What follows belongs to an exercise in optimizing a design on an open flow for small area, a short achievable clock period and few clock cycles; a production flow would make more cautious choices. Where RTL was checked, it was by simulation tests only, not by an equivalence proof against the original. Power and IR drop assume default switching activity.

## sumedh_engine
module sumedh_engine (
    input  wire        clk,
    input  wire        rst,           
    output wire        mem_valid,
    output wire        mem_we,
    output wire [15:0] mem_addr,
    output wire [15:0] mem_wdata,
    input  wire        mem_ready,
    input  wire [15:0] mem_rdata,
    output wire        halted,
    output wire        fault_valid,
    output wire [2:0]  fault_cause,
    output wire [15:0] fault_addr,
    output wire [15:0] fault_word,
    output wire [15:0] fault_info,
    output wire [15:0] pc_out,
    output wire [3:0]  flags,         
    input  wire [2:0]  dbg_sel,
    output wire [15:0] dbg_data
);
==> flow/config.mk <==
export PLATFORM = sky130hd
export DESIGN_NAME = sumedh_engine
export DESIGN_NICKNAME = sumedh_engine
export VERILOG_FILES = /design/flow/design.v
export SDC_FILE = /design/flow/constraint.sdc
export NUM_CORES = 4
export LEC_CHECK = 0
export ABC_AREA = 1
export CAP_MARGIN = 20
export CORE_MARGIN = 2
export CORE_UTILIZATION = 40
export PLACE_DENSITY = 0.85
export SLEW_MARGIN = 20
==> flow/constraint.sdc <==
create_clock -name core_clock -period 36.0 [get_ports {clk}]
set_input_delay 7.2000 -clock core_clock [delete_from_list [all_inputs] [get_ports {clk}]]
set_output_delay 7.2000 -clock core_clock [all_outputs]
set_load 0.01 [all_outputs]
standard.sh (not shown) runs the stock make flow with config.mk's settings and CLKGATE_MAP_FILE= SYNTH_SCRIPT=/design/flow/synth_recipe.tcl, a recipe that flattens the netlist after the stock synthesis.
==> flow/flow/run.sh <==
#!/bin/bash
# The standard layout (the standard.sh, unchanged synthesis and steps),
# with the port buffers made from buf_2 cells instead of the default choice.
set -euo pipefail
export BUFFER_PORTS_ARGS="-buffer_cell sky130_fd_sc_hd__buf_2"
bash standard.sh > standard_flow.log 2>&1
The baseline completed without violations.
Testbench counts at the start, summed over its fixed seeds: cycles 108,623.
Then changed:
- PLACE_DENSITY: 0.85 -> 0.75
Global-route usage is lower by 1.8 points.
Wire length is lower by a few percent.
Fmax is lower slightly.
Setup slack degrades by 120 ps.
Core utilization is lower by 0.20 points.
Register-to-register slack degrades by 470 ps.
Clock-buffer cell count is higher by 1.


run A:
sumedh_engine, a different RTL version from the one above (not shown whole).
For scale: ~3,500 cells after synthesis, ~150 I/O pins, roughly 22,000 um^2 of cells after synthesis.
## sumedh_engine
module sumedh_engine (
    input  wire        clk,
    input  wire        rst,           
    output wire        mem_valid,
    output wire        mem_we,
    output wire [15:0] mem_addr,
    output wire [15:0] mem_wdata,
    input  wire        mem_ready,
    input  wire [15:0] mem_rdata,
    output wire        halted,
    output wire        fault_valid,
    output wire [2:0]  fault_cause,
    output wire [15:0] fault_addr,
    output wire [15:0] fault_word,
    output wire [15:0] fault_info,
    output wire [15:0] pc_out,
    output wire [3:0]  flags,         
    input  wire [2:0]  dbg_sel,
    output wire [15:0] dbg_data
);
make LEC_CHECK=0 ABC_AREA=1 CAP_MARGIN=20 CORE_MARGIN=2 CORE_UTILIZATION=40 SLEW_MARGIN=20 finish   # period 36.0 ns
run.sh (not shown) runs the stock make flow with config.mk's settings and CLKGATE_MAP_FILE= SYNTH_SCRIPT=/design/flow/synth_recipe.tcl, a recipe that flattens the netlist after the stock synthesis.
Stock flow here: none of the scripts above is used.
Testbench counts of run A, summed over its fixed seeds: cycles 108,425.
The inputs of run B differ from those of run A as listed below.
==> flow/flow/run.sh (new file) <==
#!/bin/bash
# The standard layout (the standard.sh, unchanged synthesis and steps),
# with the port buffers made from buf_2 cells instead of the default choice.
set -euo pipefail
export BUFFER_PORTS_ARGS="-buffer_cell sky130_fd_sc_hd__buf_2"
bash standard.sh > standard_flow.log 2>&1
==> flow/standard.sh (new file) <==
#!/bin/bash
# synth_recipe.tcl (not shown) runs the flow's synth.tcl, then flattens the netlist and writes it again
# the make line also repeats each setting of config.mk as NAME=value (left out here)
make -C /OpenROAD-flow-scripts/flow DESIGN_CONFIG=/design/flow/config.mk WORK_HOME=/design/flow/orfs CLKGATE_MAP_FILE= SYNTH_SCRIPT=/design/flow/synth_recipe.tcl "${@:-finish}"
removed: flow/run.sh
Findings:
Setup slack at placement | run B above run A
In the flow results for run A and run B, the signed area change from the synthesized netlist to the final layout is smaller on run B.
Measured against each other, run A and run B differ in setup slack, the lower figure coming from run A.
Run A closes out successfully: all stages finished, all timing, DRC and antenna checks passed.
Run B went all the way through synthesis, placement and routing and the layout is clean on timing, DRC and antenna.


## the reference run
sumedh_engine, a different RTL version from the one above (not shown whole).
Size: about 210 flip-flops, about 150 I/O pins, roughly 22000 µm² of cells after synthesis.
Settings: LEC_CHECK=0, CAP_MARGIN=60, CORE_MARGIN=2, CORE_UTILIZATION=40, SLEW_MARGIN=60; clock period 36.0 ns.
Stock flow here: none of the scripts above is used.
Input changes introduced in the trial run (baseline for comparison: the reference run):
# the reference run
export LEC_CHECK = 0
export CAP_MARGIN = 60
export CORE_MARGIN = 2
export CORE_UTILIZATION = 40
export SLEW_MARGIN = 60
create_clock -name core_clock -period 36.0 [get_ports {clk}]
# the trial run
export LEC_CHECK = 0
export CAP_MARGIN = 20
export CORE_MARGIN = 2
export CORE_UTILIZATION = 40
export SLEW_MARGIN = 20
create_clock -name core_clock -period 36.0 [get_ports {clk}]
[summary]
- In the trial run the first-pass GRT wire length turned out 1.0 mm lower than in the reference run.
- From the reference run to the trial run the numbers moved as follows: hold slack decreased by 0.0089 ns relative to the old numbers, combinational fraction of design power decreased by 0.9 points relative to the old numbers.
No functional check of the RTL was part of any run of this note.


## 03-24
sumedh_engine, a different RTL version from the one above (not shown whole).
Size in the first run: roughly 3200 cells after synthesis, about 150 I/O pins.
clock: 36.0 ns
lec_check: 0
abc_area: 1
cap_margin: 20
core_margin: 2
core_utilization: 40
place_density: 0.75
slew_margin: 20
standard.sh (not shown) runs the stock make flow with config.mk's settings and CLKGATE_MAP_FILE= SYNTH_SCRIPT=/design/flow/synth_recipe.tcl, a recipe that flattens the netlist after the stock synthesis.
==> flow/flow/run.sh <==
#!/bin/bash
# The standard layout (the standard.sh, unchanged synthesis and steps),
# with the port buffers made from buf_2 cells instead of the default choice.
set -euo pipefail
export BUFFER_PORTS_ARGS="-buffer_cell sky130_fd_sc_hd__buf_2"
bash standard.sh > standard_flow.log 2>&1
03-24 reached the end of the flow, and the finished layout is clean on the timing, design-rule and antenna checks.
diff inputs: 03-24 => 04-10
- PLACE_DENSITY: 0.75 -> unset
[summary]
04-10 against 03-24: detailed route wirelength on metal3 has decreased, final critical-path setup slack has decreased, share of the synthesized area in compound gates (AO/OA/AOI/OAI) has remained practically unchanged, global-route usage has remained practically unchanged. Delta (04-10 minus 03-24): mean number of vias per cell decreased 2.0%, total via count in the routed design decreased 2.1%, count of clock-buffer cells in the layout decreased 8.6%. For 04-10, the top routing layer in use was met4, unlike 03-24, where it was met5. 04-10 ended up with a lower largest fanout of any net on the critical path than 03-24 did. 04-10 | status: complete | timing, DRC, antenna: pass.
No run of this note included a check of the RTL's function; only the layout flow was run.

-- what the ideal ports hide --
In the flow no input, the clock included, has a driving cell. The finished layouts below were timed again as built, in two steps.
Step 1, drivers: a clkbuf_16 drives clk and a buf_2 each remaining input, both assumed.
Step 2 times the ports against the registers' clock, not the clock port: input delays grow and output delays shrink by t, the midpoint of the rising clock arrivals with the driver on.
Three values: no drivers, after step 1, after step 2; two values: the first two.
| run | shift t [ns] | slack for setup (ns) | hold slack, ns |
|---|---|---|---|
| the first run of note 1 | 0.653 | 19.872 / 19.853 / 19.853 | 0.483 / 0.483 / 0.483 |
| the second run of note 1 | 0.635 | 19.749 / 19.725 / 19.725 | 0.500 / 0.500 / 0.500 |
| run A | 0.673 | 18.723 / 18.699 / 18.699 | 0.502 / 0.502 / 0.502 |
| run B | 0.668 | 19.626 / 19.606 / 19.606 | 0.489 / 0.489 / 0.489 |
| the reference run | 0.646 | 18.307 / 18.285 / 18.285 | 0.462 / 0.462 / 0.462 |
| the trial run | 0.659 | 17.994 / 17.973 / 17.973 | 0.454 / 0.454 / 0.454 |
| 03-24 | 0.649 | 19.773 / 19.753 / 19.753 | 0.468 / 0.468 / 0.468 |
| 04-10 | 0.654 | 19.580 / 19.558 / 19.558 | 0.469 / 0.469 / 0.469 |
After both steps every run listed still meets setup and hold.
